This design comes from an exercise in tuning for small area, a short achievable clock period and few clock cycles on the open sky130 flow, not from production work.
RTL that was checked went through simulation tests only; none was proved equivalent to the original.

==> flow/design.v <==
module hchacha20_qr #(
    parameter integer R1 = 16,
    parameter integer R2 = 12
) (
    input  wire [31:0] a_i,
    input  wire [31:0] b_i,
    input  wire [31:0] c_i,
    input  wire [31:0] d_i,
    output wire [31:0] a_o,
    output wire [31:0] b_o,
    output wire [31:0] c_o,
    output wire [31:0] d_o
);
    wire [31:0] a1 = a_i + b_i;
    wire [31:0] dx = d_i ^ a1;
    wire [31:0] d1 = {dx[31-R1:0], dx[31:32-R1]};
    wire [31:0] c1 = c_i + d1;
    wire [31:0] bx = b_i ^ c1;
    wire [31:0] b1 = {bx[31-R2:0], bx[31:32-R2]};
    assign a_o = a1;
    assign b_o = b1;
    assign c_o = c1;
    assign d_o = d1;
endmodule
module hchacha20_round #(
    parameter integer SECOND = 0
) (
    input  wire [511:0] x_i,
    output wire [511:0] x_o
);
    localparam integer R1 = SECOND ? 8 : 16;
    localparam integer R2 = SECOND ? 7 : 12;
    genvar u;
    generate
        for (u = 0; u < 4; u = u + 1) begin : g_qr
            wire [31:0] a_o, b_o, c_o, d_o;
            hchacha20_qr #(.R1(R1), .R2(R2)) u_qr (
                .a_i(x_i[32*(u)      +: 32]),
                .b_i(x_i[32*(4 + u)  +: 32]),
                .c_i(x_i[32*(8 + u)  +: 32]),
                .d_i(x_i[32*(12 + u) +: 32]),
                .a_o(a_o),
                .b_o(b_o),
                .c_o(c_o),
                .d_o(d_o)
            );
            if (SECOND) begin : g_perm
                assign x_o[32*(0  + ((4 - u) % 4)) +: 32] = a_o;
                assign x_o[32*(4  + ((5 - u) % 4)) +: 32] = b_o;
                assign x_o[32*(8  + ((6 - u) % 4)) +: 32] = c_o;
                assign x_o[32*(12 + ((7 - u) % 4)) +: 32] = d_o;
            end else begin : g_keep
                assign x_o[32*(u)      +: 32] = a_o;
                assign x_o[32*(4 + u)  +: 32] = b_o;
                assign x_o[32*(8 + u)  +: 32] = c_o;
                assign x_o[32*(12 + u) +: 32] = d_o;
            end
        end
    endgenerate
endmodule
module hchachacha_core (
    input  wire         clk,
    input  wire         rst_n,       
    input  wire         start,
    input  wire [31:0]  cmdw,
    input  wire [255:0] key,
    input  wire [127:0] din,
    output wire         ready,
    output wire [3:0]   status,
    output wire [127:0] dout,
    output wire [31:0]  cmdr,
    output wire         done,
    output wire         err
);
    localparam [127:0] SIGMA = {32'h6b206574, 32'h79622d32, 32'h3320646e, 32'h61707865};
    reg  [3:0]   status_r;
    reg  [31:0]  cmdr_r;
    reg  [127:0] lr;         
    reg  [255:0] key_r;
    reg  [127:0] wsv;        
    reg  [511:0] s1;         
    reg  [511:0] s2;         
    reg  [5:0]   c;
    reg  [3:0]   k;          
    wire busy = status_r[0];
    wire dir  = cmdr_r[0];
    wire lm   = cmdr_r[1];
    wire cmd_illegal = (cmdw[7:2] != 6'd0);
    wire cmd_badsize = (cmdw[15:8] != 8'd32) || (cmdw[23:16] != 8'd16) ||
                       (cmdw[31:24] != 8'd16);
    wire [511:0] h1, y;
    hchacha20_round #(.SECOND(0)) u_half1 (.x_i(s1), .x_o(h1));
    wire [511:0] s2_in = h1;
    hchacha20_round #(.SECOND(1)) u_half2 (.x_i(s2), .x_o(y));
    wire c_f  = (c == 6'd0);
    wire c_rk = (c == 6'd1);
    wire c_end = (c == 6'd40);
    wire is_w = k[3];
    wire last = lm ? (k[2:0] == 3'd5) : (k[2:0] == 3'd7);
    wire [2:0] nm1  = lm ? 3'd5 : 3'd7;
    wire [2:0] ri   = dir ? nm1 - k[2:0] : k[2:0];
    wire [2:0] kn   = k[2:0] + 3'd1;
    wire [2:0] rin  = dir ? nm1 - kn : kn;
    wire [7:0] ctrn = {5'd0, rin} + 8'd2;
    wire [63:0] l = lr[63:0];
    wire [63:0] r = lr[127:64];
    wire [63:0] h = lm ? (l ^ r) : (ri[0] ? l : r);
    wire [127:0] w_lo = y[127:0];                
    wire [127:0] w_hi = y[511:384];              
    wire [255:0] pout = {y[511:384], y[127:0]};
    wire [63:0]  m    = y[63:0];
    wire [63:0] lm_x  = l ^ m;
    wire [63:0] lsig  = {lm_x[31:0] ^ lm_x[63:32], lm_x[63:32]};
    wire [63:0] lsigi = {lm_x[31:0], lm_x[31:0] ^ lm_x[63:32]};
    reg  [63:0] l_n, r_n;
    always @(*) begin
        if (lm) begin
            r_n = r ^ m;
            if (last)     l_n = lm_x;
            else if (dir) l_n = lsigi;
            else          l_n = lsig;
        end else begin
            l_n = ri[0] ? l : lm_x;
            r_n = ri[0] ? r ^ m : r;
        end
    end
    always @(posedge clk or negedge rst_n) begin
        if (!rst_n) begin
            status_r <= 4'd0;
            cmdr_r   <= 32'd0;
            lr       <= 128'd0;
            c        <= 6'd0;
            k        <= 4'hf;
        end else if (!busy) begin
            c <= 6'd1;
            k <= 4'hf;
            if (start) begin
                cmdr_r <= cmdw;
                if (cmd_illegal)      status_r <= 4'b1000;
                else if (cmd_badsize) status_r <= 4'b0100;
                else                  status_r <= 4'b0001;
            end
        end else begin
            c <= c_end ? 6'd0 : c + 6'd1;
            if (c_end) begin
                k <= k + 4'd1;
                if (is_w) begin
                    lr <= wsv ^ (dir ? w_hi : w_lo);
                end else if (last) begin
                    lr       <= {r_n, l_n} ^ wsv;
                    status_r <= 4'b0010;
                end else begin
                    lr <= {r_n, l_n};
                end
            end
        end
    end
    always @(posedge clk) begin
        s2 <= s2_in;
        if (!busy) begin
            key_r <= key;
            wsv   <= din;
            s1    <= {128'd0, key, SIGMA} | {8'd1, 504'd0};
        end else begin
            if (c_end && is_w)
                wsv <= dir ? w_lo : w_hi;
            if (c_f)
                s1 <= {64'd0, h, pout, SIGMA};
            else if (c_rk)
                s1 <= {ctrn, 120'd0, key_r, SIGMA};
            else
                s1 <= y;
        end
    end
    assign ready  = !busy;
    assign status = status_r;
    assign dout   = lr;
    assign cmdr   = cmdr_r;
    assign done   = status_r[1];
    assign err    = status_r[3] | status_r[2];
endmodule
clock: 15.0 ns
lec_check: 0
cap_margin: 20
core_margin: 2
core_utilization: 40
place_density: 0.6
setup_slack_margin: 1.0
slew_margin: 20
standard.sh (not shown) runs the stock make flow with config.mk's settings and CLKGATE_MAP_FILE= SYNTH_SCRIPT=/design/flow/synth_recipe.tcl, a recipe that flattens the netlist after the stock synthesis.
==> flow/flow/run.sh <==
#!/bin/bash
set -euo pipefail
bash standard.sh synth > flow_synth.log 2>&1
bash standard.sh SETUP_SLACK_MARGIN=9 finish > flow_finish.log 2>&1
Rerun with:
--- a/flow/design.v
+++ b/flow/design.v
@@ -74,13 +74,12 @@
 );
     localparam [127:0] SIGMA = {32'h6b206574, 32'h79622d32, 32'h3320646e, 32'h61707865};
     reg  [3:0]   status_r;
     reg  [31:0]  cmdr_r;
     reg  [127:0] lr;         
     reg  [255:0] key_r;
-    reg  [127:0] wsv;        
     reg  [511:0] s1;         
     reg  [511:0] s2;         
     reg  [5:0]   c;
     reg  [3:0]   k;          
     wire busy = status_r[0];
     wire dir  = cmdr_r[0];
@@ -92,19 +91,20 @@
     hchacha20_round #(.SECOND(0)) u_half1 (.x_i(s1), .x_o(h1));
     wire [511:0] s2_in = h1;
     hchacha20_round #(.SECOND(1)) u_half2 (.x_i(s2), .x_o(y));
     wire c_f  = (c == 6'd0);
     wire c_rk = (c == 6'd1);
     wire c_end = (c == 6'd40);
-    wire is_w = k[3];
-    wire last = lm ? (k[2:0] == 3'd5) : (k[2:0] == 3'd7);
+    wire is_w = (k == 4'hf);
+    wire last = lm ? (k == 4'd5) : (k == 4'd7);
+    wire fin  = lm ? (k == 4'd6) : (k == 4'd8);
     wire [2:0] nm1  = lm ? 3'd5 : 3'd7;
     wire [2:0] ri   = dir ? nm1 - k[2:0] : k[2:0];
     wire [2:0] kn   = k[2:0] + 3'd1;
     wire [2:0] rin  = dir ? nm1 - kn : kn;
-    wire [7:0] ctrn = {5'd0, rin} + 8'd2;
+    wire [7:0] ctrn = last ? 8'd1 : {5'd0, rin} + 8'd2;
     wire [63:0] l = lr[63:0];
     wire [63:0] r = lr[127:64];
     wire [63:0] h = lm ? (l ^ r) : (ri[0] ? l : r);
     wire [127:0] w_lo = y[127:0];                
     wire [127:0] w_hi = y[511:384];              
     wire [255:0] pout = {y[511:384], y[127:0]};
@@ -133,40 +133,42 @@
             k        <= 4'hf;
         end else if (!busy) begin
             c <= 6'd1;
             k <= 4'hf;
             if (start) begin
                 cmdr_r <= cmdw;
-                if (cmd_illegal)      status_r <= 4'b1000;
-                else if (cmd_badsize) status_r <= 4'b0100;
-                else                  status_r <= 4'b0001;
+                if (cmd_illegal) begin
+                    status_r <= 4'b1000;
+                end else if (cmd_badsize) begin
+                    status_r <= 4'b0100;
+                end else begin
+                    status_r <= 4'b0001;
+                    lr       <= din;
+                end
             end
         end else begin
             c <= c_end ? 6'd0 : c + 6'd1;
             if (c_end) begin
                 k <= k + 4'd1;
-                if (is_w) begin
-                    lr <= wsv ^ (dir ? w_hi : w_lo);
-                end else if (last) begin
-                    lr       <= {r_n, l_n} ^ wsv;
-                    status_r <= 4'b0010;
-                end else begin
+                if (is_w)
+                    lr <= lr ^ (dir ? w_hi : w_lo);
+                else
                     lr <= {r_n, l_n};
-                end
+            end
+            if (c_f && fin) begin
+                lr       <= lr ^ (dir ? w_lo : w_hi);
+                status_r <= 4'b0010;
             end
         end
     end
     always @(posedge clk) begin
         s2 <= s2_in;
         if (!busy) begin
             key_r <= key;
-            wsv   <= din;
             s1    <= {128'd0, key, SIGMA} | {8'd1, 504'd0};
         end else begin
-            if (c_end && is_w)
-                wsv <= dir ? w_lo : w_hi;
             if (c_f)
                 s1 <= {64'd0, h, pout, SIGMA};
             else if (c_rk)
                 s1 <= {ctrn, 120'd0, key_r, SIGMA};
             else
                 s1 <= y;
Outcome:
- The new run passed the timing, design-rule and antenna checks
- final area shrinks by a little under a tenth
- global-route usage grows by 2.5 points
- register-to-register slack gets worse by 0.07 ns
- maximum frequency shrinks slightly
- die area shrinks by roughly a tenth
- sequential share of layout area shrinks by 0.73 points
- utilization grows by 0.76 points
- setup slack gets worse by 0.075 ns
- worst hold slack gets worse by 0.010 ns
Testbench counts after the change, summed over its fixed seeds: cycles 42,440.
For the first run of this note, only the layout was checked, not whether the RTL still works.

## re-timing with driven ports
The flow's constraints put no driver on any port. The routed layouts listed below were extracted and timed again, unchanged, in two steps. Step 1 sets driving cells, clkbuf_16 on the clock port and buf_2 on the other inputs (assumed; they add their load-dependent delay and slew). Step 2 adds t to the input delays and takes it off the output delays; t is the mean of the earliest and latest rising clock arrival at the registers after step 1. Input paths then give back, and output paths get back, about the clock's delay inside the block. Slacks: ideal ports / drivers / drivers and shift; pairs: ideal ports / drivers.
| run | t, ns | setup slack, ns | worst setup path at the end | slew at the worst register clock pin (ns) | worst data-port slew with drivers (ns) |
|---|---|---|---|---|---|
| the first run | 0.978 | 8.885 / 8.885 / 8.885 | register to register | 0.07 / 0.07 | 0.12 |
| the second run | 0.979 | 8.810 / 8.810 / 8.088 | input to register | 0.07 / 0.07 | 0.23 |
After both steps every run listed still meets setup and hold. The setup slack of the second run, which loses most, moves by 0.000 ns with the drivers and by -0.722 ns with both steps.
